Source: an optimization exercise on an open RTL-to-GDS flow (aim: small area, a short achievable clock period and few clock cycles). Production flows keep margins and buffers that such runs may drop.
The RTL was checked by simulation tests, not by an equivalence proof against the original design.
Power figures rest on the tool's default switching activity, not on a simulated workload. The clock port is modelled as an ideal driver; clocking choices that lean on that would not hold on a real chip.

--- flow/flow/run.sh ---
#!/bin/bash
# Own layout flow: the standard ORFS flow (standard.sh), with two changes to
# how the layout is made:
#  - the port buffers are plain sky130_fd_sc_hd__buf_1 cells (the resizer still
#    upsizes them where timing needs it) instead of the delay-cell buffers
#    buffer_ports picks by default;
#  - clock tree synthesis clusters up to 25 sinks per leaf buffer and inserts no
#    dummy loads.
# make's full output goes to flow_make.log in the work folder; ORFS keeps each
# step's own log under orfs/logs.
set -euo pipefail
bash standard.sh \
  "BUFFER_PORTS_ARGS=-buffer_cell sky130_fd_sc_hd__buf_1" \
  "CTS_ARGS=-sink_clustering_enable -repair_clock_nets -sink_clustering_size 25 -sink_clustering_max_diameter 100 -dont_use_dummy_load" \
  "SETUP_SLACK_MARGIN=5.8" \
  finish > flow_make.log 2>&1
--- flow/standard.sh ---
#!/bin/bash
# synth_recipe.tcl (not shown) runs the flow's synth.tcl, then flattens the netlist and writes it again
# the make line also repeats each setting of config.mk as NAME=value (left out here)
make -C /OpenROAD-flow-scripts/flow DESIGN_CONFIG=/design/flow/config.mk WORK_HOME=/design/flow/orfs CLKGATE_MAP_FILE= SYNTH_SCRIPT=/design/flow/synth_recipe.tcl "${@:-finish}"
--- flow/config.mk ---
export PLATFORM = sky130hd
export DESIGN_NAME = ledgrid_sync
export DESIGN_NICKNAME = ledgrid_sync
export VERILOG_FILES = /design/flow/design.v
export SDC_FILE = /design/flow/constraint.sdc
export NUM_CORES = 4
export LEC_CHECK = 0
export CAP_MARGIN = 20
export CORE_MARGIN = 2
export CORE_UTILIZATION = 60
export SETUP_SLACK_MARGIN = 5
export SLEW_MARGIN = 20
export SYNTH_HIERARCHICAL = 1
export SYNTH_MINIMUM_KEEP_SIZE = 0
export TNS_END_PERCENT = 5
--- flow/constraint.sdc ---
create_clock -name core_clock -period 12.0 [get_ports {clk}]
set_input_delay 2.4000 -clock core_clock [delete_from_list [all_inputs] [get_ports {clk}]]
set_output_delay 2.4000 -clock core_clock [all_outputs]
set_load 0.01 [all_outputs]
--- flow/design.v ---
module ledgrid_sync (
    input  wire        clk,
    input  wire        rst,
    input  wire        sel_n,
    input  wire        rx_valid,
    input  wire [7:0]  rx_data,
    output wire        render_req,
    output wire [7:0]  render_bright,
    input  wire [4:0]  pix_addr,
    output wire [23:0] pix_data,
    input  wire        render_done,
    input  wire [31:0] render_dur,
    output wire        busy,
    output reg         status,
    output reg         debug,
    output reg  [31:0] txn_count,
    output reg  [31:0] frame_count,
    output reg  [31:0] malformed_count,
    output reg  [31:0] zpay_count,
    output reg  [31:0] last_render_dur
);
    localparam MAX_STRIPS = 4;
    localparam MAX_LEDS   = 6;
    localparam NSLOTS     = MAX_STRIPS * MAX_LEDS;
    localparam RX_MAX     = 80;
    localparam [7:0] OP_SET_PIXEL  = 8'h01;
    localparam [7:0] OP_SET_BRIGHT = 8'h02;
    localparam [7:0] OP_RENDER     = 8'h03;
    localparam [7:0] OP_CLEAR      = 8'h04;
    localparam [7:0] OP_SET_RANGE  = 8'h05;
    localparam [7:0] OP_SET_ALL    = 8'h06;
    localparam [7:0] OP_RECONFIG   = 8'h07;
    localparam [7:0] OP_KEEPALIVE  = 8'hFF;
    reg        sel_q;
    reg        armed;         
    reg  [6:0] nb;            
    reg        rend;          
    assign busy       = rend;
    assign render_req = rend;
    wire sel_assert   = sel_q && !sel_n;
    wire sel_deassert = !sel_q && sel_n;
    wire take         = armed && !sel_n && rx_valid && (nb != RX_MAX);
    wire publish      = sel_deassert && armed && (nb != 7'd0);
    wire b0 = (nb == 7'd0);
    wire b1 = (nb == 7'd1);
    wire b2 = (nb == 7'd2);
    wire b3 = (nb == 7'd3);
    wire b4 = (nb == 7'd4);
    reg [2:0]  cfg_strips;    
    reg [2:0]  cfg_len;       
    reg [7:0]  bright;
    reg [23:0] fb  [0:NSLOTS-1];    
    reg [23:0] stg [0:NSLOTS-1];    
    reg [NSLOTS-1:0] blank;         
    reg [NSLOTS-1:0] pend;          
    wire [4:0] total = cfg_strips * cfg_len;
    reg o_pix, o_bri, o_ren, o_clr, o_rng, o_all, o_cfg, o_ka;
    reg        por;           
    reg        ok;            
    reg        oob;           
    reg  [2:0] w_strip;       
    reg  [2:0] w_off;         
    reg  [1:0] w_comp;        
    reg  [4:0] w_left;        
    reg  [2:0] n_strips;      
    reg  [2:0] n_len;
    reg        n_dbg;
    wire [4:0] len1  = {2'd0, cfg_len};
    wire [4:0] len2  = {1'b0, cfg_len, 1'b0};
    wire [4:0] len3  = len1 + len2;
    wire [4:0] xi    = rx_data[4:0];
    wire       xi_g1 = (xi >= len1);
    wire       xi_g2 = (xi >= len2);
    wire       xi_g3 = (xi >= len3);
    wire [4:0] xi_s1 = xi - len1;
    wire [4:0] xi_s2 = xi - len2;
    wire [4:0] xi_s3 = xi - len3;
    wire [2:0] xi_strip = xi_g3 ? 3'd3 : xi_g2 ? 3'd2 : xi_g1 ? 3'd1 : 3'd0;
    wire [2:0] xi_off   = xi_g3 ? xi_s3[2:0] : xi_g2 ? xi_s2[2:0] :
                          xi_g1 ? xi_s1[2:0] : xi[2:0];
    wire       xi_oob   = (rx_data[7:5] != 3'd0) || (xi >= total);
    wire data_ph = (o_pix && nb >= 7'd3) || (o_rng && nb >= 7'd4) || (o_all && !b0);
    wire in_grid = (w_strip < cfg_strips);
    wire step    = take && data_ph && (w_left != 5'd0);
    wire wr      = step && !oob && in_grid;
    wire [NSLOTS-1:0]    pix_hit;
    wire [23:0]          pix_sel;
    wire [NSLOTS*24-1:0] fb_flat;
    genvar gq;
    generate
        for (gq = 0; gq < NSLOTS; gq = gq + 1) begin : g_fb
            assign fb_flat[gq*24 +: 24] = fb[gq];
        end
    endgenerate
    ledgrid_sync_pixdec u_pixdec (
        .pix_addr (pix_addr),
        .blank    (blank),
        .hit      (pix_hit)
    );
    ledgrid_sync_pixsel u_pixsel (
        .hit      (pix_hit),
        .fb_flat  (fb_flat),
        .pix_data (pix_sel)
    );
    assign render_bright = bright;
    assign pix_data      = pix_sel;
    wire malformed = (o_pix || o_bri || o_rng || o_all || o_cfg) && !ok;
    integer p;
    always @(posedge clk) begin
        for (p = 0; p < NSLOTS; p = p + 1) begin
            if (wr && w_strip == p / MAX_LEDS && w_off == p % MAX_LEDS) begin
                if (w_comp == 2'd0) stg[p][23:16] <= rx_data;
                if (w_comp == 2'd1) stg[p][15:8]  <= rx_data;
                if (w_comp == 2'd2) stg[p][7:0]   <= rx_data;
            end
        end
        if (!rst && publish && ok) begin
            for (p = 0; p < NSLOTS; p = p + 1)
                if (pend[p])
                    fb[p] <= stg[p];
        end
    end
    always @(posedge clk) begin
        if (rst) begin
            sel_q           <= 1'b1;
            armed           <= 1'b0;
            nb              <= 7'd0;
            rend            <= 1'b0;
            cfg_strips      <= MAX_STRIPS;
            cfg_len         <= MAX_LEDS;
            bright          <= 8'hFF;
            status          <= 1'b0;
            debug           <= 1'b0;
            txn_count       <= 32'd0;
            frame_count     <= 32'd0;
            malformed_count <= 32'd0;
            zpay_count      <= 32'd0;
            last_render_dur <= 32'd0;
            blank           <= {NSLOTS{1'b1}};
            pend            <= {NSLOTS{1'b0}};
            o_pix <= 1'b0; o_bri <= 1'b0; o_ren <= 1'b0; o_clr <= 1'b0;
            o_rng <= 1'b0; o_all <= 1'b0; o_cfg <= 1'b0; o_ka  <= 1'b0;
            por      <= 1'b0;
            ok       <= 1'b0;
            oob      <= 1'b0;
            w_strip  <= 3'd0;
            w_off    <= 3'd0;
            w_comp   <= 2'd0;
            w_left   <= 5'd0;
            n_strips <= 3'd0;
            n_len    <= 3'd0;
            n_dbg    <= 1'b0;
        end else begin
            sel_q <= sel_n;
            if (sel_assert) begin
                if (!rend) begin
                    armed <= 1'b1;
                    nb    <= 7'd0;
                end
            end else if (sel_deassert) begin
                armed <= 1'b0;
            end
            if (rend && render_done) begin
                rend            <= 1'b0;
                frame_count     <= frame_count + 32'd1;
                last_render_dur <= render_dur;
            end
            if (take) begin
                nb <= nb + 7'd1;
                if (!b0)
                    por <= por | (rx_data != 8'd0);
                if (b0) begin
                    o_pix <= (rx_data == OP_SET_PIXEL);
                    o_bri <= (rx_data == OP_SET_BRIGHT);
                    o_ren <= (rx_data == OP_RENDER);
                    o_clr <= (rx_data == OP_CLEAR);
                    o_rng <= (rx_data == OP_SET_RANGE);
                    o_all <= (rx_data == OP_SET_ALL);
                    o_cfg <= (rx_data == OP_RECONFIG);
                    o_ka  <= (rx_data == OP_KEEPALIVE);
                    por     <= 1'b0;
                    ok      <= 1'b0;
                    oob     <= 1'b0;
                    w_strip <= 3'd0;
                    w_off   <= 3'd0;
                    w_comp  <= 2'd0;
                    w_left  <= total;
                end
                if (b1) begin
                    if (o_pix || o_rng)
                        oob <= (rx_data != 8'd0);
                    if (o_bri) begin
                        bright <= rx_data;
                        ok     <= 1'b1;
                    end
                    if (o_cfg) begin
                        n_strips <= rx_data[2:0];
                        oob      <= (rx_data == 8'd0) || (rx_data > MAX_STRIPS);
                    end
                end
                if (b2) begin
                    if (o_pix || o_rng) begin
                        oob     <= oob || xi_oob;
                        w_strip <= xi_strip;
                        w_off   <= xi_off;
                        w_comp  <= 2'd0;
                        w_left  <= 5'd1;
                    end
                    if (o_cfg && rx_data != 8'd0)
                        oob <= 1'b1;
                end
                if (b3) begin
                    if (o_rng) begin
                        w_left <= (rx_data[7:5] != 3'd0) ? 5'd31 : rx_data[4:0];
                        if (rx_data == 8'd0)
                            ok <= 1'b1;
                    end
                    if (o_cfg) begin
                        n_len <= rx_data[2:0];
                        ok    <= !oob && (rx_data != 8'd0) && (rx_data <= MAX_LEDS);
                    end
                end
                if (b4 && o_cfg)
                    n_dbg <= (rx_data != 8'd0);
                if (step) begin
                    if (w_comp == 2'd2) begin
                        w_comp <= 2'd0;
                        w_left <= w_left - 5'd1;
                        if (w_left == 5'd1)
                            ok <= 1'b1;
                        if (in_grid) begin
                            if (w_off == cfg_len - 3'd1) begin
                                w_off   <= 3'd0;
                                w_strip <= w_strip + 3'd1;
                            end else begin
                                w_off   <= w_off + 3'd1;
                            end
                        end
                    end else begin
                        w_comp <= w_comp + 2'd1;
                    end
                end
            end
            if (wr) begin
                for (p = 0; p < NSLOTS; p = p + 1)
                    if (w_strip == p / MAX_LEDS && w_off == p % MAX_LEDS)
                        pend[p] <= 1'b1;
            end
            if (sel_deassert)
                pend <= {NSLOTS{1'b0}};
            if (publish) begin
                txn_count <= txn_count + 32'd1;
                if (nb != 7'd1 && !por)
                    zpay_count <= zpay_count + 32'd1;
                if (malformed)
                    malformed_count <= malformed_count + 32'd1;
                if (o_ka)
                    status <= ~status;
                if (ok)
                    blank <= blank & ~pend;
                if (ok && o_all)
                    rend  <= 1'b1;
                if (o_ren)
                    rend <= 1'b1;
                if (o_clr) begin
                    blank <= {NSLOTS{1'b1}};
                    rend  <= 1'b1;
                end
                if (ok && o_cfg) begin
                    cfg_strips <= n_strips;
                    cfg_len    <= n_len;
                    if (nb >= 7'd5)
                        debug <= n_dbg;
                    for (p = 0; p < NSLOTS; p = p + 1)
                        if (!((p / MAX_LEDS) < n_strips && (p % MAX_LEDS) < n_len))
                            blank[p] <= 1'b1;
                    rend <= 1'b1;
                end
            end
        end
    end
endmodule
module ledgrid_sync_pixdec (
    input  wire [4:0]  pix_addr,
    input  wire [23:0] blank,
    output wire [23:0] hit
);
    wire [3:0] lo_n;
    wire [5:0] hi_n;
    ledgrid_sync_pixpre u_pre (
        .pix_addr (pix_addr),
        .lo_n     (lo_n),
        .hi_n     (hi_n)
    );
    genvar q;
    generate
        for (q = 0; q < 24; q = q + 1) begin : g_hit
            assign hit[q] = ~(lo_n[q % 4] | hi_n[q / 4] | blank[q]);
        end
    endgenerate
endmodule
module ledgrid_sync_pixpre (
    input  wire [4:0] pix_addr,
    output wire [3:0] lo_n,
    output wire [5:0] hi_n
);
    wire [4:0] pa_n;
    ledgrid_sync_pixinv u_inv (
        .a   (pix_addr),
        .a_n (pa_n)
    );
    genvar k;
    generate
        for (k = 0; k < 4; k = k + 1) begin : g_lo
            assign lo_n[k] = ~((k & 1 ? pix_addr[0] : pa_n[0]) &
                               (k & 2 ? pix_addr[1] : pa_n[1]));
        end
        for (k = 0; k < 6; k = k + 1) begin : g_hi
            assign hi_n[k] = ~((k & 1 ? pix_addr[2] : pa_n[2]) &
                               (k & 2 ? pix_addr[3] : pa_n[3]) &
                               (k & 4 ? pix_addr[4] : pa_n[4]));
        end
    endgenerate
endmodule
module ledgrid_sync_pixinv (
    input  wire [4:0] a,
    output wire [4:0] a_n
);
    assign a_n = ~a;
endmodule
module ledgrid_sync_pixsel (
    input  wire [23:0]  hit,
    input  wire [575:0] fb_flat,
    output wire [23:0]  pix_data
);
    wire [23:0] part_n [0:2];
    genvar g;
    generate
        for (g = 0; g < 3; g = g + 1) begin : g_grp
            ledgrid_sync_pixgrp u_grp (
                .hit    (hit[g*8 +: 8]),
                .fb8    (fb_flat[g*192 +: 192]),
                .part_n (part_n[g])
            );
        end
    endgenerate
    assign pix_data = ~(part_n[0] & part_n[1] & part_n[2]);
endmodule
module ledgrid_sync_pixgrp (
    input  wire [7:0]   hit,
    input  wire [191:0] fb8,
    output reg  [23:0]  part_n
);
    integer q;
    reg [23:0] acc;
    always @(*) begin
        acc = 24'd0;
        for (q = 0; q < 8; q = q + 1)
            acc = acc | ({24{hit[q]}} & fb8[q*24 +: 24]);
        part_n = ~acc;
    end
endmodule
==> reports/metrics.cfg, run 1 <==
[run_status]
status = no timing/DRC/antenna violations

[place]
dpl.cell_count = 4580
dp_hpwl_um = 81000
dp_slack_ps = 5130
port_buffers = 245
place_congestion = 0.904

[power_and_ir_drop]
swShare = 0.193
power.switching_mw = 1.50
ir_drop_mv = 0.106
p_int_mw = 6.28
clkPwrFrac = 0.308
p_comb_frac = 0.015
power_frac_seq = 0.677
power.leakage_nw = 17.9
power_density_mw_per_mm2 = 137

[grt]
grt_max_degree = 85
grt_overflow = 0
antenna_found_initial = 4
grt_usage = 0.289
grt_pass1_vias = 28400
grt_pass1_wl_um = 184000

[drt]
ant_nets = 0
drt-vias-per-instance = 6.30
wl_met3_um = 11700
routed-wl-met2_um = 64000
drt-total-wl_um = 132000
wl_met1_um = 53000
vias = 29600
drtIter0Drc = 3495
top_layer_used = met5
wl_per_cell_um = 28.2
drt-pass1-iter-count = 6
drc = 0

[clocking]
clk_latency_ps = 650
clk_pin_slew_worst_paths_ps = 100
cts_buffer_depth = 3
cts_sinks = 1417
cts_buffers = 66
htreeDepth = 3
tritoncts = built
cts_hold_buffers = 0
cts_root_buffer = clkbuf_16

[sta]
finalSetupViolCount = 0
finalMaxSlewViolations = 0
hold_viol_final = 0
slew_headroom = 0.266
worstMarginPinSlew_ps = 1100
finalCritPeriodShare = 0.526
period_minus_slack_ps = 6320
fmax_ghz = 0.158
rsz0062_at_grt = yes
timing.final.ws_setup_ps = 5680
fin_tns_setup_ps = 0
skew_ps = 45.1

[yosys]
synth_edf_count = 1152
ys_types = 74
yosys.area.top_type = edfxtp_1
synth.yosys.warnings = 11
synthFlopType = edfxtp_1
syn_avg_cell_area_um2 = 15.6
netlist_area_mm2 = 0.0510
synthArstFlopShare = 0
synthDominantCellAreaShare = 0.678
synth_fp_nets = 3368
seq_area_frac_synth = 0.782
ys_ff_latch = 1417
netlist_instances = 3268
synth_area_leaders = edfxtp_1, dfxtp_1, a22oi_1, nor2_1, nand2_1

[critical_path]
required_ps = 9600
cp-startpoint = pix_addr[1]
crit_path_max_fanout = 12
start_kind = input pin
r2r_start = nb[0]$_SDFFE_PP0P_
worst_r2r_path_depth = 10
crit_type = in -> out
end_kind = output port
worstPathArrival_ps = 3920

[job]
drv_cap = 0

[cells_and_area]
fin_util = 0.676
instances_no_fill = 4692
drive_gt1_frac = 0.109
nFillCells = 5715
synthToLayoutAreaGrowth_pct = 11.2
nets = 3658

[min_path]
hp-start = stg[8][4]$_DFFE_PP_
worstHoldPathCells = 0
holdCritPathClass = reg -> reg

[die]
start_util = 0.608
core_area_mm2 = 0.0840
die_w_um = 296
rows = 106
dieArea_mm2 = 0.0874
die_y_um = 296
ios = 246

-- cell type report --
cell class,instances,area [µm²],area share
repair buffers,356,2410,0.0425
inverters,57,246,0.00434
clock buffers,66,1650,0.0291
multi-input cells,1660,11100,0.196
well taps,1134,1420,0.0250
diodes,2,5.00,0.0000882
flip-flops and latches,1417,39900,0.703
-- through the flow --
step | hold WS, ps | total power [mW] | instance area (µm²)
floorplan | 400 | 5.42 | 51000
global placement | 400 | 5.48 | 53400
detailed placement | 405 | 5.49 | 53400
CTS | 397 | 7.81 | 55300
global route | 405 | 7.99 | 56700
finish | 400 | 7.78 | 56700
-- final timing paths --
path,end,slack (ps)
setup / recovery,pix_data[1],5680
hold / removal,fb[8][4]$_DFFE_PP_,400
setup reg to reg,stg[5][13]$_DFFE_PP_,7330
hold reg to reg,fb[8][4]$_DFFE_PP_,400
-- cells in the mapped netlist, types with 3 or more instances --
master    number
ha_1          44
dfxtp_1      265
a21o_1        12
nor3_1        62
o22ai_1        3
a211o_1       10
a32oi_1        3
buf_2         40
nor2_1       276
a22oi_1      297
nand2b_1       6
o21a_1         5
clkbuf_1      71
or3_1         32
buf_4          7
and3_1        48
nor2b_1       12
o211ai_1       8
or2_2          5
and4_1        88
mux2i_1        9
nand4_1       38
nand2_1      234
fa_1           6
o31ai_1        6
xnor2_1       47
nand3_1       99
a31oi_1       15
o21ai_0       48
buf_6         13
and2_1        10
o221ai_1       3
edfxtp_1    1152
inv_1         56
nand4b_1       5
xor2_1        56
a21oi_1      115
nor4_1        12
nand3b_1       4
or4_1          4
-- critical path, stage by stage --
cell and delay (ps):
buf_6 130, inv_6 60, nand2_8 140, nor3_4 70, buf_12 140, clkbuf_16 180
a22oi_1 210, and4_4 310, nand3_4 100, buf_4 160
-- layout by cell type (no fill, tap or decap), types with 47 or more instances in the layout --
master and count:
edfxtp_1 1152, nor2_1 276, dfxtp_1 265, a22oi_1 252, nand2_1 230, buf_1 207
a21oi_1 115, nand3_1 80, clkbuf_16 71, xor2_1 56, inv_1 51, buf_4 51
and4_4 50, o21ai_0 48, xnor2_1 47
-- modules after synthesis, one instance, submodules excluded --
| module | cells inside | times used |
|---|---|---|
| ledgrid_sync_pixinv | 5 | 1 |
| ledgrid_sync_pixgrp | 136 | 3 |
| ledgrid_sync_pixdec | 24 | 1 |
| ledgrid_sync_pixpre | 10 | 1 |
| ledgrid_sync | 2797 | 1 |
| ledgrid_sync_pixsel | 24 | 1 |
-- logic make-up after synthesis --
family	after synthesis	share of synthesized area
mux	11	0.00221
fa+ha+maj	50	0.0131
compound gates	550	0.0746
buf+inv	191	0.0176
xor+xnor	104	0.0181
simple gates	945	0.0924
flops	1417	0.782
-- per-layer routing --
metal | track usage | vias to the layer above
met5 | 0 | -
met4 | 0.0836 | 2
met3 | 0.0476 | 194
met2 | 0.473 | 1401
met1 | 0.406 | 15000
li1 | - | 13000
-- what timing repair did --
item | in CTS | in global routing
endpoints found under the hold margin | 0 | 0
setup endpoints to repair | 24 | 24
gates resized for setup | 73 | 354
setup buffers | 6 | 12
cloned | 6 | 20
pin swaps | 5 | 46
-- power by group through the flow --
| stage | Clock [mW] | Combinational, mW | Sequential, mW |
|---|---|---|---|
| after floorplan | 0 | 0.0362 | 5.38 |
| after global placement | 0 | 0.105 | 5.38 |
| after detailed placement | 0 | 0.108 | 5.38 |
| after CTS | 2.43 | 0.110 | 5.27 |
| after global routing | 2.59 | 0.128 | 5.27 |
| final | 2.39 | 0.119 | 5.27 |
-- registers in the layout (all words and copies together) (netlist names), 7 cells and up --
signal / flops
pend: 24
frame_count: 32
txn_count: 32
blank: 24
nb: 7
fb: 576
malformed_count: 32
zpay_count: 32
last_render_dur: 32
bright: 8
stg: 576
Testbench counts, summed over its fixed seeds: cycles 21,798.
==> inputs of run 2 (changes only) <==
--- a/flow/config.mk
+++ b/flow/config.mk
@@ -10,2 +10,3 @@
 export CORE_UTILIZATION = 60
+export GPL_TIMING_DRIVEN = 0
 export SETUP_SLACK_MARGIN = 5
@@ -14,2 +15 @@
 export SYNTH_MINIMUM_KEEP_SIZE = 0
-export TNS_END_PERCENT = 5
==> run 2 against run 1 <==
Effect of this change: critical path depth unchanged; core utilization increased by 1.5 points; critical endpoint is now pix_data[5]; synthesized area unchanged; combinational power increased by 14%; final area increased by 2.2%; final cell count increased by 2.1%; count of clock-buffer cells in the layout increased by 1; sequential cell count unchanged; worst setup slack got worse by 6.8 ps; die area unchanged.
==> reports/metrics.cfg, run 2 <==
[run_status]
status = no timing/DRC/antenna violations

[critical_path]
end_kind = output port
crit_chain = buf_12 -> inv_8 -> nand3_4 -> nor3_4 -> buf_12 -> buf_12 -> a22oi_1 -> and4_1 -> nand3_1 -> buf_2
cp-startpoint = pix_addr[4]
crit_path_max_fanout = 6  ; -6
r2r-end = stg[4][15]$_DFFE_PP_
reg2reg_setup_slack_ps = 7490  ; +160 ps
start_kind = input pin
r2r_start = nb[0]$_SDFFE_PP0P_
crit_type = in -> out
crit_path_top_delay_cell = and4_1
critPathMaxStageDelay_ps = 260  ; -50 ps
worst_r2r_path_depth = 10  ; unchanged
required_ps = 9600  ; about the same
worstPathArrival_ps = 3920  ; about the same
cp_common_cell = buf_12
crit_end = pix_data[5]

[yosys]
synth_edf_count = 1152  ; unchanged
seq_area_frac_synth = 0.782  ; unchanged
netlist_area_mm2 = 0.0510  ; unchanged
synthArstFlopShare = 0  ; unchanged
synthFlopType = edfxtp_1
ys_top_cells_by_count = edfxtp_1, a22oi_1, nor2_1
synth.yosys.warnings = 11  ; unchanged
synth_fp_nets = 3368  ; unchanged
synthDominantCellAreaShare = 0.678  ; unchanged
yosys.area.top_type = edfxtp_1
synth_area_leaders = edfxtp_1, dfxtp_1, a22oi_1, nor2_1, nand2_1
ys_ff_latch = 1417  ; unchanged
syn_avg_cell_area_um2 = 15.6  ; unchanged
ys_types = 74  ; unchanged
netlist_instances = 3268  ; unchanged
synth.most_common_cell = edfxtp_1

[die]
die_w_um = 296  ; unchanged
dieArea_mm2 = 0.0874  ; unchanged
ios = 246  ; unchanged
core_area_mm2 = 0.0840  ; unchanged
rows = 106  ; unchanged
start_util = 0.608  ; unchanged
die_y_um = 296  ; unchanged

[grt]
antenna_found_initial = 4  ; unchanged
grt_pass1_vias = 29200  ; +2.9%
grt_overflow = 0  ; unchanged
grt_usage = 0.295  ; +0.00510
grt_max_degree = 41  ; -52%
grt_pass1_wl_um = 188000  ; +2.0%

[sta]
rsz0062_at_grt = yes
finalCritPeriodShare = 0.527  ; +0.000568
slew_headroom = 0.313  ; +0.0466
skew_ps = 68.3  ; +23.3 ps
fin_tns_setup_ps = 0  ; unchanged
finalMaxSlewViolations = 0  ; unchanged
finalSetupViolCount = 0  ; unchanged
period_minus_slack_ps = 6320  ; +6.82 ps
fmax_ghz = 0.158  ; -0.11%
hold_slack_ps = 375  ; -25.0 ps
worstMarginPinSlew_ps = 1030  ; -69.6 ps
hold_viol_final = 0  ; unchanged

[cells_and_area]
multi_input_area_mm2 = 0.0115  ; +3.2%
layout_common_cells = edfxtp_1, nor2_1, dfxtp_1
nets = 3756  ; +2.7%
seqCellArea_mm2 = 0.0399  ; unchanged
synthToLayoutAreaGrowth_pct = 13.6
nFillCells = 5667  ; -0.84%
reg_top3 = fb: 576 flops, stg: 576 flops
fin_util = 0.691  ; +0.0148
fin_area_mm2 = 0.0580  ; +2.2%
final_common_cell = edfxtp_1
drive_gt1_frac = 0.133  ; +0.0233

[drt]
ant_nets = 0  ; unchanged
drt-total-wl_um = 130000  ; -1.9%
drtIter0Drc = 3247  ; -7.1%
wl_per_cell_um = 27.1  ; -3.9%
vias = 30000  ; +1.4%
drt-vias-per-instance = 6.26  ; -0.66%
drt-pass1-iter-count = 6  ; unchanged
drc = 0  ; unchanged

[clocking]
cts_buffers = 67  ; +1.5%
htreeDepth = 3  ; unchanged
cts_sinks = 1417  ; unchanged
clk_latency_ps = 650  ; about the same
cts_root_buffer = clkbuf_16
cts_buffer_depth = 3  ; unchanged
tritoncts = built
clk_pin_slew_worst_paths_ps = 90  ; about the same

[place]
dp_hpwl_um = 87700  ; +8.3%
port_buffers = 244  ; -0.41%
place_area_mm2 = 0.0538  ; +0.74%
place_congestion = 0.932  ; +3.2%

[power_and_ir_drop]
ir_drop_mv = 0.167  ; +57%
total_power_mw = 7.82  ; +0.56%
power.leakage_nw = 18.3  ; +2.3%
power_density_mw_per_mm2 = 135  ; -1.6%

[job]
drv_cap = 0  ; unchanged

[min_path]
holdCritPathClass = reg -> reg

==> run 2: timing repair <==
action | 4_1_cts | 5_1_grt
endpoints found under the setup margin | 24 | 24
cloned | 4 | 4
pin swaps | 95 | 33
setup buffers | 46 | 4
hold buffers | 0 | 0
resized for setup | 443 | 53
==> run 2: logic make-up after synthesis <==
| group | share of synthesized area |
|---|---|
| fa+ha+maj | 0.0131 |
| xor+xnor | 0.0181 |
| mux | 0.00221 |
| compound gates | 0.0746 |
| buf+inv | 0.0176 |
| flops | 0.782 |
| simple gates | 0.0924 |
==> run 2: metrics by stage <==
| stage | worst slack [ps] | std cells |
|---|---|---|
| 2_1_floorplan | 5870 | 3268 |
| 3_3_place_gp | 3880 | 4646 |
| 3_5_place_dp | 4530 | 4663 |
| 4_1_cts | 5710 | 4780 |
| 5_1_grt | 5660 | 4789 |
| 6_report | 5680 | 4789 |
==> run 2: worst min-delay path by stage <==
stage                                     start                   end  slack [ps]  cells past startpoint
after floorplan             stg[0][0]$_DFFE_PP_    fb[0][0]$_DFFE_PP_         400                      0
after global placement    stg[18][10]$_DFFE_PP_  fb[18][10]$_DFFE_PP_         400                      0
after detailed placement   stg[0][16]$_DFFE_PP_   fb[0][16]$_DFFE_PP_         400                      0
after CTS                  stg[1][11]$_DFFE_PP_   fb[1][11]$_DFFE_PP_         380                      0
after global routing        stg[1][8]$_DFFE_PP_    fb[1][8]$_DFFE_PP_         390                      0
final                      stg[1][11]$_DFFE_PP_   fb[1][11]$_DFFE_PP_         370                      0
==> run 2: where the power goes <==
part / leakage [nW] / internal, mW / switching [mW]
clock: 0.826 / 1.01 / 1.42
sequential: 12.5 / 5.26 / 0.00148
combinational: 5.03 / 0.0333 / 0.102
==> run 2: layout make-up <==
class                           count  share of cell area
Buffer                            134              0.0183
Multi-Input combinational cell   1660               0.198
Clock buffer                       67              0.0289
Inverter                           57             0.00429
Antenna cell                        1           0.0000432
Timing Repair Buffer              319              0.0382
Sequential cell                  1417               0.688
Tap cell                         1134              0.0245
==> run 2: Yosys stat by module, one instance, submodules excluded <==
module | times used | cells | cell area (µm²) | flip-flops and latches
ledgrid_sync_pixsel | 1 | 24 | 120 | 0
ledgrid_sync_pixinv | 1 | 5 | 18.8 | 0
ledgrid_sync_pixpre | 1 | 10 | 45.0 | 0
ledgrid_sync | 1 | 2797 | 47600 | 1417
ledgrid_sync_pixdec | 1 | 24 | 120 | 0
ledgrid_sync_pixgrp | 3 | 136 | 1040 | 0
==> run 2: metal layers <==
layer,vias up,wire length [µm],track usage
li1,13200,-,-
met5,-,26,0
met3,196,10400,0.0476
met4,4,4010,0.0916
met2,1264,61800,0.474
met1,15300,53400,0.419
==> run 2: worst max-delay path, delay by kind of cell <==
kind                   cells  cell delay, ps
AO/OA/AOI/OAI              1             100
buffers and inverters      5             630
AND/OR/NAND/NOR            4             770
==> inputs of run 3 (changes only) <==
--- a/flow/config.mk
+++ b/flow/config.mk
@@ -10,3 +10,2 @@
 export CORE_UTILIZATION = 60
-export GPL_TIMING_DRIVEN = 0
 export SETUP_SLACK_MARGIN = 5
==> run 3 against run 2 <==
Effect of this change: synthesized area unchanged; worst hold slack improved by 21 ps; largest cell class unchanged; clock skew decreased by 17 ps; worst setup slack got worse by 25 ps; sequential share of layout area increased by 1.5 points; register-to-register slack got worse by 210 ps; via count decreased by 1.9%; maximum frequency decreased by 0.40%; largest power group unchanged.
==> reports/metrics.cfg, run 3 <==
[yosys]
synth_edf_count = 1152  ; unchanged
synth_compound_area_frac = 0.0746  ; unchanged
synthArstFlopShare = 0  ; unchanged
ys_types = 74  ; unchanged
synth_fp_nets = 3368  ; unchanged
syn_avg_cell_area_um2 = 15.6  ; unchanged
synth.most_common_cell = edfxtp_1
synthDominantCellAreaShare = 0.678  ; unchanged
ys_top_cells_by_count = edfxtp_1, a22oi_1, nor2_1
synth.yosys.warnings = 11  ; unchanged
synth_top_family_by_area = simple AND/OR/NAND/NOR gates
synthAdderAreaFrac = 0.0131  ; unchanged
synth-xor-area-share = 0.0181  ; unchanged
synth_area_leaders = edfxtp_1, dfxtp_1, a22oi_1, nor2_1, nand2_1
yosys.area_share.simple = 0.0924  ; unchanged
ys_ff_latch = 1417  ; unchanged
netlist_instances = 3268  ; unchanged
muxShareOfSynthArea = 0.00221  ; unchanged
synthFlopType = edfxtp_1
seq_area_frac_synth = 0.782  ; unchanged
yosys.area.top_type = edfxtp_1
netlist_area_mm2 = 0.0510  ; unchanged

[drt]
drtIter0Drc = 3419  ; +5.3%
drc = 0  ; unchanged
ant_nets = 0  ; unchanged
drt-total-wl_um = 132000  ; +1.7%
drt-pass1-iter-count = 6  ; unchanged
drt-vias-per-instance = 6.27  ; +0.14%
vias = 29400  ; -1.9%
wl_per_cell_um = 28.1  ; +3.8%

[critical_path]
r2r-end = stg[5][13]$_DFFE_PP_
worst_r2r_path_depth = 10  ; unchanged
reg2reg_setup_slack_ps = 7280  ; -210 ps
r2r_start = nb[0]$_SDFFE_PP0P_
crit_path_max_fanout = 6  ; unchanged
worstPathArrival_ps = 3950  ; +30 ps
critPathMaxStageDelay_ps = 330  ; +70 ps
crit_chain = buf_12 -> clkinv_8 -> nand2_8 -> nor3_4 -> buf_6 -> buf_12 -> buf_4 -> a22oi_2 -> and4_4 -> nand3_2 -> buf_6
start_kind = input pin
end_kind = output port
crit_path_top_delay_cell = and4_4
required_ps = 9600  ; about the same
crit_type = in -> out

[clocking]
cts_buffers = 66  ; -1.5%
cts_root_buffer = clkbuf_16
clk_latency_ps = 650  ; about the same
cts_sinks = 1417  ; unchanged
htreeDepth = 3  ; unchanged
cts_hold_buffers = 0  ; unchanged
cts_buffer_depth = 3  ; unchanged
tritoncts = built
clk_pin_slew_worst_paths_ps = 90  ; about the same

[power_and_ir_drop]
ir_drop_mv = 0.107  ; -36%
power.leakage_nw = 17.9  ; -2.4%
power_density_mw_per_mm2 = 137  ; +1.7%

[die]
die_y_um = 296  ; unchanged
die_w_um = 296  ; unchanged
start_util = 0.608  ; unchanged
ios = 246  ; unchanged
dieArea_mm2 = 0.0874  ; unchanged
rows = 106  ; unchanged
core_area_mm2 = 0.0840  ; unchanged

[min_path]
holdCritPathClass = reg -> reg
worstHoldPathCells = 0  ; unchanged
hp-start = stg[8][4]$_DFFE_PP_
min_to = fb[8][4]$_DFFE_PP_

[grt]
grt_pass1_wl_um = 188000  ; about the same
grt_overflow = 0  ; unchanged
grt_usage = 0.296  ; +0.00178
antenna_found_initial = 3  ; -1
grt_max_degree = 85  ; +110%
grt_pass1_vias = 28600  ; -2.3%

[cells_and_area]
nets = 3658  ; -2.6%
seqCellArea_mm2 = 0.0399  ; unchanged
nFillCells = 5730  ; +1.1%
synthToLayoutAreaGrowth_pct = 11.2
reg_top3 = fb: 576 flops, stg: 576 flops
multi_input_area_mm2 = 0.0110  ; -3.9%
drive_gt1_frac = 0.106  ; -0.0264
fin_util = 0.676  ; -0.0149
final_common_cell = edfxtp_1
layout_common_cells = edfxtp_1, nor2_1, dfxtp_1

[sta]
period_minus_slack_ps = 6350  ; +25.1 ps
finalCritPeriodShare = 0.529  ; +0.00209
fin_tns_setup_ps = 0  ; unchanged
rsz0062_at_grt = yes
fmax_ghz = 0.157  ; -0.40%
finalMaxSlewViolations = 0  ; unchanged
hold_viol_final = 0  ; unchanged
skew_ps = 51.3  ; -17.0 ps
finalSetupViolCount = 0  ; unchanged
slew_headroom = 0.260  ; -0.0525
worstMarginPinSlew_ps = 1110  ; +78.4 ps

[place]
place_congestion = 0.904  ; -3.1%
dp_hpwl_um = 81000  ; -7.6%
port_buffers = 245  ; +0.41%

[job]
drv_cap = 0  ; unchanged

[run_status]
status = no timing/DRC/antenna violations

==> run 3: report_power, final <==
part           switching, mW  total, mW  internal, mW
Clock                   1.40       2.39         0.991
Sequential           0.00188       5.27          5.27
Combinational         0.0976      0.120        0.0225
==> run 3: logic make-up (layout without fill, tap and decap cells) <==
| group | Yosys count | count (layout) |
|---|---|---|
| buf+inv | 191 | 479 |
| mux | 11 | 11 |
| flops | 1417 | 1417 |
| xor+xnor | 104 | 104 |
| other cells | 0 | 1 |
| compound gates | 550 | 550 |
| simple gates | 945 | 945 |
| fa+ha+maj | 50 | 50 |
==> run 3: modules after synthesis, one instance, submodules excluded <==
| module | cell area, µm² | flops+latches | cells | times used |
|---|---|---|---|---|
| ledgrid_sync_pixsel | 120 | 0 | 24 | 1 |
| ledgrid_sync_pixpre | 45.0 | 0 | 10 | 1 |
| ledgrid_sync | 47600 | 1417 | 2797 | 1 |
| ledgrid_sync_pixdec | 120 | 0 | 24 | 1 |
| ledgrid_sync_pixinv | 18.8 | 0 | 5 | 1 |
| ledgrid_sync_pixgrp | 1040 | 0 | 136 | 3 |
==> run 3: timing repair <==
item | in CTS | in global routing
pin swaps | 21 | 39
cloned | 16 | 7
setup buffers | 18 | 3
setup endpoints to repair | 24 | 24
gates resized for setup | 239 | 158
==> run 3: per-stage QoR <==
stage | hold slack, ps | power (mW) | setup WS, ps | instance area [µm²] | instances
2_1_floorplan | 400 | 5.42 | 5870 | 51000 | 3268
3_3_place_gp | 400 | 5.48 | 5120 | 53400 | 4580
3_5_place_dp | 405 | 5.49 | 5130 | 53400 | 4580
4_1_cts | 397 | 7.81 | 5570 | 56100 | 4680
5_1_grt | 405 | 7.99 | 5640 | 56700 | 4690
6_report | 396 | 7.78 | 5650 | 56700 | 4691
==> run 3: worst max path at each step <==
stage,from,endpoint
after CTS,pix_addr[2],pix_data[15]
final,pix_addr[0],pix_data[2]
after floorplan,pix_addr[3],pix_data[2]
after global placement,pix_addr[0],pix_data[9]
after global routing,pix_addr[3],pix_data[17]
after detailed placement,pix_addr[0],pix_data[9]
==> run 3: layout make-up <==
type / count / area share
multi-input combinational: 1660 / 0.194
tap: 1134 / 0.0250
timing repair buffer: 356 / 0.0437
sequential: 1417 / 0.703
antenna: 1 / 0.0000441
inverter: 57 / 0.00452
clock buffer: 66 / 0.0291
==> run 3: worst max-delay path: cells and delay by family <==
kind	cells	cell delay, ps
and+or+nand+nor	4	620
buffers and inverters	6	750
AOI/OAI and AO/OA	1	150
==> run 3: layer usage <==
layer / global-route usage / routed length (µm) / part of all wire
met3: 0.0502 / 11200 / 0.085
met5: 0 / 13 / 0.000099
met4: 0.0856 / 3490 / 0.026
met1: 0.418 / 53400 / 0.41
met2: 0.482 / 63700 / 0.48
==> inputs of run 4 (changes only) <==
--- a/flow/flow/run.sh
+++ b/flow/flow/run.sh
@@ -6,3 +6,3 @@
 #    buffer_ports picks by default;
-#  - clock tree synthesis clusters up to 25 sinks per leaf buffer and inserts no
+#  - clock tree synthesis clusters up to 30 sinks per leaf buffer and inserts no
 #    dummy loads.
@@ -13,3 +13,3 @@
   "BUFFER_PORTS_ARGS=-buffer_cell sky130_fd_sc_hd__buf_1" \
-  "CTS_ARGS=-sink_clustering_enable -repair_clock_nets -sink_clustering_size 25 -sink_clustering_max_diameter 100 -dont_use_dummy_load" \
+  "CTS_ARGS=-sink_clustering_enable -repair_clock_nets -sink_clustering_size 30 -sink_clustering_max_diameter 100 -dont_use_dummy_load" \
   "SETUP_SLACK_MARGIN=5.8" \
==> run 4 against run 3 <==
Effect of this change: core utilization up 0.31 points; critical path depth did not move; die area unchanged; clock power decreased by about 10%; synthesized area is the same.
==> reports/metrics.cfg, run 4 <==
[die]
core_area_mm2 = 0.0840  ; unchanged
rows = 106  ; unchanged
ios = 246  ; unchanged
die_y_um = 296  ; unchanged
dieArea_mm2 = 0.0874  ; unchanged
die_w_um = 296  ; unchanged
start_util = 0.608  ; unchanged

[critical_path]
r2r_start = nb[0]$_SDFFE_PP0P_
crit_chain = buf_12 -> clkinv_8 -> nand3_4 -> nor3_4 -> buf_6 -> buf_6 -> clkbuf_16 -> a22oi_2 -> and4_4 -> nand3_4 -> buf_6
cp-startpoint = pix_addr[4]
cp_common_cell = buf_6
required_ps = 9600  ; about the same
critPathMaxStageDelay_ps = 310  ; -20 ps
crit_path_top_delay_cell = and4_4
crit_path_max_fanout = 6  ; unchanged
path_buf_inv = 6  ; unchanged
crit_type = in -> out
end_kind = output port
start_kind = input pin
worstPathArrival_ps = 3950  ; about the same
crit_family = buffers and inverters

[power_and_ir_drop]
power_frac_seq = 0.699  ; +0.022
clkPwrFrac = 0.285  ; -0.023
p_comb_frac = 0.016  ; about the same
ir_drop_mv = 0.127  ; +19%
power_density_mw_per_mm2 = 132  ; -3.6%
power.leakage_nw = 17.9  ; +0.13%
total_power_mw = 7.54  ; -3.2%
swShare = 0.192  ; -0.000800
p_int_mw = 6.09  ; -3.1%
power.switching_mw = 1.45  ; -3.6%

[clocking]
cts_sinks = 1417  ; unchanged
cts_hold_buffers = 0  ; unchanged
cts_root_buffer = clkbuf_16
cts_buffers = 53  ; -20%
htreeDepth = 2  ; -1
tritoncts = built
cts_buffer_depth = 3  ; unchanged
clk_pin_slew_worst_paths_ps = 110  ; +20 ps
clk_latency_ps = 660  ; about the same

[sta]
finalCritPeriodShare = 0.530  ; about the same
period_minus_slack_ps = 6350  ; +5.51 ps
fmax_ghz = 0.157  ; about the same
skew_ps = 53.6  ; +2.32 ps
fin_tns_setup_ps = 0  ; unchanged
finalMaxSlewViolations = 0  ; unchanged
worstMarginPinSlew_ps = 1090  ; -19.3 ps
rsz0062_at_grt = yes
slew_headroom = 0.273  ; +0.0129
hold_viol_final = 0  ; unchanged
finalSetupViolCount = 0  ; unchanged

[drt]
drtIter0Drc = 3421  ; +0.058%
wl_met3_um = 10900  ; -1.9%
top_layer_used = met5
drc = 0  ; unchanged
ant_nets = 0  ; unchanged
routed-wl-met2_um = 63900  ; +0.30%
drt-pass1-iter-count = 6  ; unchanged
wl_per_cell_um = 28.3  ; +0.82%
drt-total-wl_um = 133000  ; +0.73%
drt-vias-per-instance = 6.28  ; +0.25%
vias = 29400  ; +0.16%
wl_met1_um = 53800  ; +0.60%

[yosys]
ys_ff_latch = 1417  ; unchanged
netlist_instances = 3268  ; unchanged
synth.most_common_cell = edfxtp_1
synth_fp_nets = 3368  ; unchanged
synth_edf_count = 1152  ; unchanged
synthDominantCellAreaShare = 0.678  ; unchanged
ys_top_cells_by_count = edfxtp_1, a22oi_1, nor2_1
netlist_area_mm2 = 0.0510  ; unchanged
syn_avg_cell_area_um2 = 15.6  ; unchanged
ys_types = 74  ; unchanged
yosys.area.top_type = edfxtp_1
synthArstFlopShare = 0  ; unchanged
synth.yosys.warnings = 11  ; unchanged
synthFlopType = edfxtp_1
synth_area_leaders = edfxtp_1, dfxtp_1, a22oi_1, nor2_1, nand2_1
seq_area_frac_synth = 0.782  ; unchanged

[grt]
grt_pass1_wl_um = 186000  ; -1.1%
grt_overflow = 0  ; unchanged
grt_max_degree = 85  ; unchanged
grt_usage = 0.292  ; -0.00419
grt_pass1_vias = 28400  ; -0.60%
antenna_found_initial = 5  ; +2

[place]
dp_hpwl_um = 81000  ; unchanged
place_congestion = 0.904  ; unchanged
port_buffers = 245  ; unchanged

[run_status]
status = no timing/DRC/antenna violations

[cells_and_area]
nets = 3653  ; -0.14%
drive_gt1_frac = 0.122  ; +0.0159
layout_common_cells = edfxtp_1, nor2_1, dfxtp_1
synthToLayoutAreaGrowth_pct = 11.7
reg_top3 = fb: 576 flops, stg: 576 flops
nFillCells = 5687  ; -0.75%
final_common_cell = edfxtp_1

[min_path]
hp-start = stg[23][2]$_DFFE_PP_
holdCritPathClass = reg -> reg

[job]
drv_cap = 0  ; unchanged

## run 4: cell types whose count changed in the layout (fill, tap and decap cells not counted), sizes merged
cell,delta
diode,+1
clkbuf,-13
buf,+8
## run 4: Yosys stat by module, one instance, submodules excluded
module / times used / area, µm²
ledgrid_sync_pixgrp: 3 / 1040
ledgrid_sync_pixinv: 1 / 18.8
ledgrid_sync_pixsel: 1 / 120
ledgrid_sync_pixpre: 1 / 45.0
ledgrid_sync_pixdec: 1 / 120
ledgrid_sync: 1 / 47600
## run 4: cells by family after synthesis
logic type | share of synthesized area
adder cells (fa/ha/maj) | 0.0131
AO/OA/AOI/OAI | 0.0746
multiplexers | 0.00221
XOR/XNOR | 0.0181
flip-flops | 0.782
buffers and inverters | 0.0176
AND/OR/NAND/NOR | 0.0924
## run 4: power groups by stage
stage / clock (mW) / sequential (mW) / combinational, mW
finish: 2.15 / 5.27 / 0.121
global route: 2.33 / 5.27 / 0.130
CTS: 2.18 / 5.27 / 0.117
global placement: 0 / 5.38 / 0.105
floorplan: 0 / 5.38 / 0.0362
detailed placement: 0 / 5.38 / 0.108
## run 4: area by class of cell
type | count | area (µm²) | area share
inverter | 57 | 259 | 0.00455
timing repair buffer | 364 | 2710 | 0.0476
clock buffer | 53 | 1330 | 0.0233
tap | 1134 | 1420 | 0.0249
antenna | 2 | 5.00 | 0.0000878
multi-input combinational | 1660 | 11400 | 0.199
sequential | 1417 | 39900 | 0.700
## run 4: worst reg2reg max path, cell delays in order, from the launching register on
cell,delay [ps]
dfxtp_1,430
inv_1,120
ha_1,250
nor4b_2,210
buf_4,220
a21boi_0,560
o31ai_4,230
nor4b_4,670
nand2_1,430
buf_4,340
nor2_1,850
## run 4: per-layer routing
metal	vias to the layer above	GRT usage
met2	1310	0.475
met4	4	0.0859
met5	-	0
met3	194	0.0429
li1	13000	-
met1	15000	0.415
## run 4: final timing paths
check / to / slack (ps) / cells after the start
setup / recovery: pix_data[1] / 5650 / 11
hold / removal: fb[23][2]$_DFFE_PP_ / 370 / 0
setup reg to reg: stg[5][14]$_DFFE_PP_ / 7360 / 10
hold reg to reg: fb[23][2]$_DFFE_PP_ / 370 / 0
## run 4: metrics by stage
| step | utilization | std cells | hold slack (ps) | area, µm² | worst slack (ps) |
|---|---|---|---|---|---|
| after floorplan | - | 3268 | 400 | 51000 | 5870 |
| after global placement | 0.636 | 4580 | 400 | 53400 | 5120 |
| after detailed placement | 0.636 | 4580 | 405 | 53400 | 5130 |
| after CTS | 0.663 | 4661 | 374 | 55700 | 5610 |
| after global routing | 0.679 | 4685 | 381 | 57000 | 5630 |
| final | 0.679 | 4687 | 374 | 57000 | 5650 |
## run 4: repair_timing
action	in CTS	in global routing
gates cloned	16	15
gates resized for setup	213	277
buffers inserted	12	9
setup endpoints to repair	24	24
pin swaps	15	72
==> inputs of run 5 (changes only) <==
==> flow/flow/run.sh (replaced) <==
#!/bin/bash
set -euo pipefail
bash standard.sh \
  "BUFFER_PORTS_ARGS=-buffer_cell sky130_fd_sc_hd__buf_1" \
  "CTS_ARGS=-sink_clustering_enable -repair_clock_nets -sink_clustering_size 25 -sink_clustering_max_diameter 100 -dont_use_dummy_load" \
  "SETUP_SLACK_MARGIN=5.8" \
  finish > flow_make.log 2>&1
==> run 5 against run 4 <==
Effect of this change: sequential cell count is the same; first-iteration DRC count is essentially flat; maximum frequency is essentially flat; clock power grew 11%; die area is the same; synthesized cell count is the same; highest routed layer unchanged.
==> reports/metrics.cfg, run 5 <==
[run_status]
status = no timing/DRC/antenna violations

[die]
die_w_um = 296  ; unchanged
dieArea_mm2 = 0.0874  ; unchanged
rows = 106  ; unchanged
die_y_um = 296  ; unchanged
ios = 246  ; unchanged
core_area_mm2 = 0.0840  ; unchanged
start_util = 0.608  ; unchanged

[critical_path]
start_kind = input pin
required_ps = 9600  ; about the same
end_kind = output port
crit_family = buffers and inverters
crit_chain = buf_12 -> clkinv_8 -> nand2_8 -> nor3_4 -> buf_6 -> buf_12 -> buf_4 -> a22oi_2 -> and4_4 -> nand3_2 -> buf_6
path_buf_inv = 6  ; unchanged
crit_path_max_fanout = 6  ; unchanged
crit_path_top_delay_cell = and4_4
crit_type = in -> out
critPathMaxStageDelay_ps = 330  ; +20 ps
worstPathArrival_ps = 3950  ; about the same

[sta]
finalSetupViolCount = 0  ; unchanged
finalCritPeriodShare = 0.529  ; about the same
fin_tns_setup_ps = 0  ; unchanged
slew_headroom = 0.260  ; -0.0129
fmax_ghz = 0.157  ; about the same
hold_slack_ps = 396  ; +22.1 ps
finalMaxSlewViolations = 0  ; unchanged
rsz0062_at_grt = yes
worstMarginPinSlew_ps = 1110  ; +19.3 ps
period_minus_slack_ps = 6350  ; -5.51 ps
hold_viol_final = 0  ; unchanged
skew_ps = 51.3  ; -2.32 ps

[power_and_ir_drop]
ir_drop_mv = 0.107  ; -16%
power.leakage_nw = 17.9  ; -0.13%
power_density_mw_per_mm2 = 137  ; +3.8%

[yosys]
synth_edf_count = 1152  ; unchanged
synthArstFlopShare = 0  ; unchanged
netlist_area_mm2 = 0.0510  ; unchanged
netlist_instances = 3268  ; unchanged
synth_fp_nets = 3368  ; unchanged
synth_area_leaders = edfxtp_1, dfxtp_1, a22oi_1, nor2_1, nand2_1
syn_avg_cell_area_um2 = 15.6  ; unchanged
ys_ff_latch = 1417  ; unchanged
synth.yosys.warnings = 11  ; unchanged
ys_types = 74  ; unchanged
synthDominantCellAreaShare = 0.678  ; unchanged
seq_area_frac_synth = 0.782  ; unchanged
synth.most_common_cell = edfxtp_1
ys_top_cells_by_count = edfxtp_1, a22oi_1, nor2_1
yosys.area.top_type = edfxtp_1
synthFlopType = edfxtp_1

[clocking]
cts_buffers = 66  ; +25%
htreeDepth = 3  ; +1
cts_root_buffer = clkbuf_16
tritoncts = built
cts_sinks = 1417  ; unchanged
cts_hold_buffers = 0  ; unchanged
clk_latency_ps = 650  ; about the same
cts_buffer_depth = 3  ; unchanged
clk_pin_slew_worst_paths_ps = 90  ; -20 ps

[grt]
antenna_found_initial = 3  ; -2
grt_pass1_vias = 28600  ; +0.61%
grt_overflow = 0  ; unchanged
grt_max_degree = 85  ; unchanged
grt_pass1_wl_um = 188000  ; +1.1%
grt_usage = 0.296  ; +0.00419

[drt]
drt-pass1-iter-count = 6  ; unchanged
drtIter0Drc = 3419  ; -0.058%
vias = 29400  ; -0.16%
wl_per_cell_um = 28.1  ; -0.81%
drc = 0  ; unchanged
drt-total-wl_um = 132000  ; -0.73%
drt-vias-per-instance = 6.27  ; -0.25%
ant_nets = 0  ; unchanged

[cells_and_area]
drive_gt1_frac = 0.106  ; -0.0159
layout_common_cells = edfxtp_1, nor2_1, dfxtp_1
final_common_cell = edfxtp_1
synthToLayoutAreaGrowth_pct = 11.2
nets = 3658  ; +0.14%
instances_no_fill = 4691  ; +0.085%
reg_top3 = fb: 576 flops, stg: 576 flops

[place]
dpl.cell_count = 4580  ; unchanged
place_congestion = 0.904  ; unchanged
dp_hpwl_um = 81000  ; unchanged
port_buffers = 245  ; unchanged

[job]
drv_cap = 0  ; unchanged

[min_path]
holdCritPathClass = reg -> reg

run 5: layer usage:
metal	vias to the layer above	global-route usage	wire length [µm]
met5	-	0	13
met4	2	0.0856	3490
met3	168	0.0502	11200
met2	1328	0.482	63700
met1	14900	0.418	53400
li1	13000	-	-
run 5: worst paths after layout:
kind,startpoint,to,slack [ps],cells after the start
hold / removal,stg[8][4]$_DFFE_PP_,fb[8][4]$_DFFE_PP_,400,0
setup reg to reg,nb[0]$_SDFFE_PP0P_,stg[5][13]$_DFFE_PP_,7280,10
setup / recovery,pix_addr[0],pix_data[2],5650,11
hold reg to reg,stg[8][4]$_DFFE_PP_,fb[8][4]$_DFFE_PP_,400,0
run 5: final cells by class:
cell class / instances / area [µm²]
antenna: 1 / 2.50
clock buffer: 66 / 1650
fill: 5730 / 27200
inverter: 57 / 256
multi-input combinational: 1660 / 11000
sequential: 1417 / 39900
tap: 1134 / 1420
timing repair buffer: 356 / 2480
run 5: report_power, final:
part	internal [mW]	switching [mW]
sequential	5.27	0.00188
clock	0.991	1.40
combinational	0.0225	0.0976
total	6.28	1.50
run 5: kinds of logic after synthesis:
kind of cell	synth area share
XOR/XNOR	0.0181
buffers and inverters	0.0176
AND/OR/NAND/NOR	0.0924
flip-flops	0.782
adder cells (fa/ha/maj)	0.0131
multiplexers	0.00221
AO/OA/AOI/OAI	0.0746
run 5: what timing repair did:
| item | in CTS | in global routing |
|---|---|---|
| gates cloned | 16 | 7 |
| setup buffers | 18 | 3 |
| endpoints found under the setup margin | 24 | 24 |
| pin swaps | 21 | 39 |
| gates resized for setup | 239 | 158 |
run 5: per-stage QoR:
step           area (µm²)  utilization  worst slack, ps  total power [mW]
3_5_place_dp        53400        0.636             5130              5.49
4_1_cts             56100        0.668             5570              7.81
2_1_floorplan       51000            -             5870              5.42
5_1_grt             56700        0.676             5640              7.99
6_report            56700        0.676             5650              7.78
3_3_place_gp        53400        0.636             5120              5.48
run 5: per-module statistics from Yosys (local to each module, per instance):
module,times used,cell area (µm²),flops+latches,cells inside
ledgrid_sync,1,47600,1417,2797
ledgrid_sync_pixdec,1,120,0,24
ledgrid_sync_pixgrp,3,1040,0,136
ledgrid_sync_pixinv,1,18.8,0,5
ledgrid_sync_pixpre,1,45.0,0,10
ledgrid_sync_pixsel,1,120,0,24
==> inputs of run 6 (changes only) <==
--- a/flow/design.v
+++ b/flow/design.v
@@ -85,3 +85,3 @@
     wire wr      = step && !oob && in_grid;
-    wire [NSLOTS-1:0]    pix_hit;
+    wire [NSLOTS-1:0]    pix_hit [0:2];
     wire [23:0]          pix_sel;
@@ -93,10 +93,14 @@
         end
+        for (gq = 0; gq < 3; gq = gq + 1) begin : g_dec
+            ledgrid_sync_pixdec u_pixdec (
+                .pix_addr (pix_addr),
+                .blank    (blank),
+                .hit      (pix_hit[gq])
+            );
+        end
     endgenerate
-    ledgrid_sync_pixdec u_pixdec (
-        .pix_addr (pix_addr),
-        .blank    (blank),
-        .hit      (pix_hit)
-    );
     ledgrid_sync_pixsel u_pixsel (
-        .hit      (pix_hit),
+        .hit_b0   (pix_hit[0]),
+        .hit_b1   (pix_hit[1]),
+        .hit_b2   (pix_hit[2]),
         .fb_flat  (fb_flat),
@@ -331,3 +335,5 @@
 module ledgrid_sync_pixsel (
-    input  wire [23:0]  hit,
+    input  wire [23:0]  hit_b0,
+    input  wire [23:0]  hit_b1,
+    input  wire [23:0]  hit_b2,
     input  wire [575:0] fb_flat,
@@ -335,26 +341,36 @@
 );
-    wire [23:0] part_n [0:2];
-    genvar g;
+    wire [23:0] hit [0:2];
+    assign hit[0] = hit_b0;
+    assign hit[1] = hit_b1;
+    assign hit[2] = hit_b2;
+    wire [7:0] part_n [0:2][0:2];
+    genvar g, k, q;
     generate
-        for (g = 0; g < 3; g = g + 1) begin : g_grp
-            ledgrid_sync_pixgrp u_grp (
-                .hit    (hit[g*8 +: 8]),
-                .fb8    (fb_flat[g*192 +: 192]),
-                .part_n (part_n[g])
-            );
+        for (k = 0; k < 3; k = k + 1) begin : g_byte
+            for (g = 0; g < 3; g = g + 1) begin : g_grp
+                wire [63:0] fb8;
+                for (q = 0; q < 8; q = q + 1) begin : g_slot
+                    assign fb8[q*8 +: 8] = fb_flat[(g*8+q)*24 + k*8 +: 8];
+                end
+                ledgrid_sync_pixgrp u_grp (
+                    .hit    (hit[k][g*8 +: 8]),
+                    .fb8    (fb8),
+                    .part_n (part_n[k][g])
+                );
+            end
+            assign pix_data[k*8 +: 8] = ~(part_n[k][0] & part_n[k][1] & part_n[k][2]);
         end
     endgenerate
-    assign pix_data = ~(part_n[0] & part_n[1] & part_n[2]);
 endmodule
 module ledgrid_sync_pixgrp (
-    input  wire [7:0]   hit,
-    input  wire [191:0] fb8,
-    output reg  [23:0]  part_n
+    input  wire [7:0]  hit,
+    input  wire [63:0] fb8,
+    output reg  [7:0]  part_n
 );
     integer q;
-    reg [23:0] acc;
+    reg [7:0] acc;
     always @(*) begin
-        acc = 24'd0;
+        acc = 8'd0;
         for (q = 0; q < 8; q = q + 1)
-            acc = acc | ({24{hit[q]}} & fb8[q*24 +: 24]);
+            acc = acc | ({8{hit[q]}} & fb8[q*8 +: 8]);
         part_n = ~acc;
==> flow/flow/run.sh (replaced) <==
#!/bin/bash
# Own layout flow: the standard ORFS flow (standard.sh), with two changes to
# how the layout is made:
#  - the port buffers are plain sky130_fd_sc_hd__buf_1 cells (the resizer still
#    upsizes them where timing needs it) instead of the delay-cell buffers
#    buffer_ports picks by default;
#  - clock tree synthesis clusters up to 25 sinks per leaf buffer and inserts no
#    dummy loads.
# make's full output goes to flow_make.log in the work folder; ORFS keeps each
# step's own log under orfs/logs.
set -euo pipefail
bash standard.sh \
  "BUFFER_PORTS_ARGS=-buffer_cell sky130_fd_sc_hd__buf_1" \
  "CTS_ARGS=-sink_clustering_enable -repair_clock_nets -sink_clustering_size 25 -sink_clustering_max_diameter 100 -dont_use_dummy_load" \
  "SETUP_SLACK_MARGIN=6.2" \
  finish > flow_make.log 2>&1
==> run 6 against run 5 <==
Effect of this change: still clean on timing, DRC and antenna; critical endpoint is now pix_data[4]; synthesized area rose by 1.3%; worst setup slack worse by 160 ps; critical path depth unchanged; count of clock-buffer cells in the layout unchanged; first-iteration DRC count up 19%; wire length grew 8.3%.
==> reports/metrics.cfg, run 6 <==
[power_and_ir_drop]
ir_drop_mv = 0.127  ; +19%
total_power_mw = 7.85  ; +0.88%
swShare = 0.199  ; +0.00544
clkPwrFrac = 0.307  ; about the same
power.switching_mw = 1.56  ; +3.7%
power.leakage_nw = 18.8  ; +5.0%
p_int_mw = 6.29  ; +0.20%
power_density_mw_per_mm2 = 133  ; -2.9%
power_frac_seq = 0.671  ; -0.006
p_comb_frac = 0.022  ; +0.007

[clocking]
tritoncts = built
cts_sinks = 1417  ; unchanged
cts_hold_buffers = 0  ; unchanged
cts_buffers = 66  ; unchanged
cts_buffer_depth = 3  ; unchanged
cts_root_buffer = clkbuf_16
clk_pin_slew_worst_paths_ps = 100  ; about the same
htreeDepth = 3  ; unchanged
clk_latency_ps = 670  ; +20 ps

[grt]
grt_pass1_wl_um = 205000  ; +8.9%
grt_overflow = 0  ; unchanged
grt_pass1_vias = 29500  ; +3.4%
grt_max_degree = 96  ; +13%
grt_usage = 0.319  ; +0.0229
antenna_found_initial = 4  ; +1

[yosys]
synthDominantCellAreaShare = 0.669  ; -0.00880
synthFlopType = edfxtp_1
syn_avg_cell_area_um2 = 15.3  ; -1.8%
synth.yosys.warnings = 13  ; +2
synth_edf_count = 1152  ; unchanged
synth_area_leaders = edfxtp_1, dfxtp_1, a22oi_1, nor2_1, nand2_1
yosys.area.top_type = edfxtp_1
netlist_instances = 3370  ; +3.1%
synth_fp_nets = 3470  ; +3.0%
synthArstFlopShare = 0  ; unchanged
ys_ff_latch = 1417  ; unchanged
ys_top_cells_by_count = edfxtp_1, nor2_1, a22oi_1
netlist_area_mm2 = 0.0517  ; +1.3%
synth.most_common_cell = edfxtp_1
ys_types = 73  ; -1.4%
seq_area_frac_synth = 0.772  ; -0.0101

[critical_path]
r2r-end = stg[16][11]$_DFFE_PP_
worstPathArrival_ps = 4110  ; +160 ps
start_kind = input pin
crit_path_top_delay_cell = and4_1
critPathMaxStageDelay_ps = 280  ; -50 ps
worst_r2r_path_depth = 8  ; -2
cp-startpoint = pix_addr[2]
crit_type = in -> out
crit_path_max_fanout = 7  ; +1
reg2reg_setup_slack_ps = 7260  ; -20 ps
crit_family = buffers and inverters
path_buf_inv = 6  ; unchanged
crit_chain = buf_8 -> buf_12 -> clkinvlp_4 -> buf_4 -> nand3_4 -> nor3_4 -> buf_12 -> a22oi_2 -> and4_1 -> nand3_4 -> buf_6
end_kind = output port
r2r_start = nb[0]$_SDFFE_PP0P_
required_ps = 9600  ; about the same

[die]
ios = 246  ; unchanged
die_w_um = 298  ; +0.65%
start_util = 0.606  ; -0.00160
rows = 107  ; +0.94%
dieArea_mm2 = 0.0885  ; +1.3%
die_y_um = 298  ; +0.65%
core_area_mm2 = 0.0853  ; +1.6%

[cells_and_area]
drive_gt1_frac = 0.167  ; +0.0609
fin_util = 0.691  ; +0.0152
antennaDiodeCount = 0  ; -1
reg_top3 = fb: 576 flops, stg: 576 flops
fin_area_mm2 = 0.0589  ; +3.9%
final_common_cell = edfxtp_1
instances_no_fill = 4810  ; +2.5%
synthToLayoutAreaGrowth_pct = 14.0
layout_common_cells = edfxtp_1, nor2_1, dfxtp_1
nets = 3768  ; +3.0%

[place]
dp_hpwl_um = 92600  ; +14%
place_area_mm2 = 0.0537  ; +0.56%
place_congestion = 1.01  ; +12%
port_buffers = 245  ; unchanged
dpl.cell_count = 4662  ; +1.8%

[sta]
fmax_ghz = 0.154  ; -2.5%
rsz0062_at_grt = yes
finalSetupViolCount = 0  ; unchanged
slew_headroom = 0.169  ; -0.0912
period_minus_slack_ps = 6510  ; +161 ps
finalMaxSlewViolations = 0  ; unchanged
skew_ps = 65.4  ; +14.0 ps
finalCritPeriodShare = 0.543  ; +0.0134
worstMarginPinSlew_ps = 1240  ; +129 ps
fin_tns_setup_ps = 0  ; unchanged
hold_viol_final = 0  ; unchanged

[drt]
drt-pass1-iter-count = 9  ; +3
wl_per_cell_um = 29.7  ; +5.6%
ant_nets = 0  ; unchanged
vias = 30900  ; +5.2%
drt-total-wl_um = 143000  ; +8.3%
drtIter0Drc = 4055  ; +19%
drc = 0  ; unchanged
drt-vias-per-instance = 6.43  ; +2.6%

[min_path]
worstHoldPathCells = 0  ; unchanged
hp-start = stg[21][7]$_DFFE_PP_
min_to = fb[21][7]$_DFFE_PP_
holdCritPathClass = reg -> reg

[run_status]
status = no timing/DRC/antenna violations

[job]
drv_cap = 0  ; unchanged

-- run 6: changes by cell type after synthesis, moves of 8 or more --
cell      change
nor3_1       +49
a22oi_1      -24
buf_6        +24
a22oi_2      +18
inv_1        +18
or3_1        -15
a21oi_1      +14
buf_2        -13
xnor2_1      +13
clkbuf_1     -12
clkbuf_2      +9
a31oi_1       -8
nand3_1       +8
-- run 6: final cells by class --
cell class | instances | area [µm²]
flip-flops and latches | 1417 | 39900
fillers | 5655 | 26400
multi-input cells | 1730 | 12800
repair buffers | 379 | 2820
clock buffers | 66 | 1650
well taps | 1144 | 1430
inverters | 74 | 318
-- run 6: cells by family after synthesis --
| logic type | synth area share |
|---|---|
| xor gates and xnor gates | 0.0208 |
| muxes | 0.00174 |
| adders and majority gates | 0.0130 |
| and+or+nand+nor | 0.0972 |
| DFF | 0.772 |
| buffers and inverters | 0.0232 |
| AOI/OAI and AO/OA | 0.0722 |
-- run 6: power groups by stage --
| stage | Clock [mW] | Sequential [mW] | Combinational, mW |
|---|---|---|---|
| 2_1_floorplan | 0 | 5.38 | 0.0411 |
| 3_3_place_gp | 0 | 5.38 | 0.124 |
| 3_5_place_dp | 0 | 5.38 | 0.126 |
| 4_1_cts | 2.43 | 5.27 | 0.155 |
| 5_1_grt | 2.60 | 5.27 | 0.177 |
| 6_report | 2.41 | 5.27 | 0.170 |
-- run 6: worst register-to-register path, cell delays in order (launching register included) --
cell	delay, ps
dfxtp_1	490
inv_1	110
ha_1	250
and4b_2	260
a21oi_2	180
nand2_1	250
nor3_2	870
nand3_2	1020
nor2_1	930
-- run 6: timing repair --
action,4_1_cts,5_1_grt
gates resized for setup,341,203
pin swaps,74,101
buffers inserted,60,21
setup endpoints to repair,24,112
-- run 6: worst max path at each step --
stage / slack [ps] / to / cells past startpoint
2_1_floorplan: 6240 / pix_data[0] / 7
3_3_place_gp: 4390 / pix_data[2] / 7
3_5_place_dp: 4460 / pix_data[10] / 7
4_1_cts: 5490 / pix_data[10] / 11
5_1_grt: 5460 / pix_data[4] / 11
6_report: 5490 / pix_data[4] / 11
-- run 6: per-stage QoR --
stage	setup WS (ps)	hold WS [ps]
detailed placement	4460	405
floorplan	6240	400
global route	5460	397
finish	5490	392
CTS	5490	387
global placement	4390	400
-- run 6: Yosys stat by module, one instance, submodules excluded --
module               cells inside  area, µm²  copies in the design
ledgrid_sync_pixpre            10       45.0                     3
ledgrid_sync_pixsel            24        120                     1
ledgrid_sync                 2797      47500                     1
ledgrid_sync_pixdec            24        120                     3
ledgrid_sync_pixgrp            48        388                     9
ledgrid_sync_pixinv             5       18.8                     3
-- run 6: layer usage --
layer	track usage	share of wire	up-vias
li1	-	-	13300
met5	0	0.000091	-
met1	0.444	0.39	15500
met4	0.115	0.038	2
met3	0.0555	0.096	318
met2	0.513	0.47	1839
Testbench counts of run 6, summed over its fixed seeds: cycles 21,798.

==> separate check: timing with driven ports <==
No port has a modelled driver above. Below, the same layouts with a new extraction and two added sets of constraints.
Step 1 sets driving cells, clkbuf_16 on the clock port and buf_2 on the other inputs (assumed; they add their load-dependent delay and slew).
Step 2 times the ports against the registers' clock, not the clock port: input delays grow and output delays shrink by t, the midpoint of the rising clock arrivals with the driver on.
Three values: ideal ports, drivers, drivers and shift; two values: the first two.
| run | shift t [ns] | setup WS [ns] | pins driven straight from the clock port |
|---|---|---|---|
| run 1 | 0.694 | 5.683 / 5.554 / 5.554 | 1 |
| run 2 | 0.691 | 5.676 / 5.526 / 5.526 | 1 |
| run 3 | 0.692 | 5.651 / 5.509 / 5.509 | 1 |
| run 4 | 0.707 | 5.645 / 5.490 / 5.490 | 1 |
| run 5 | 0.692 | 5.651 / 5.509 / 5.509 | 1 |
| run 6 | 0.701 | 5.490 / 5.351 / 5.351 | 1 |
After both steps setup and hold are still met in every run listed. The setup slack of run 4, which loses most, moves by -0.155 ns with the drivers and by -0.155 ns with both steps.
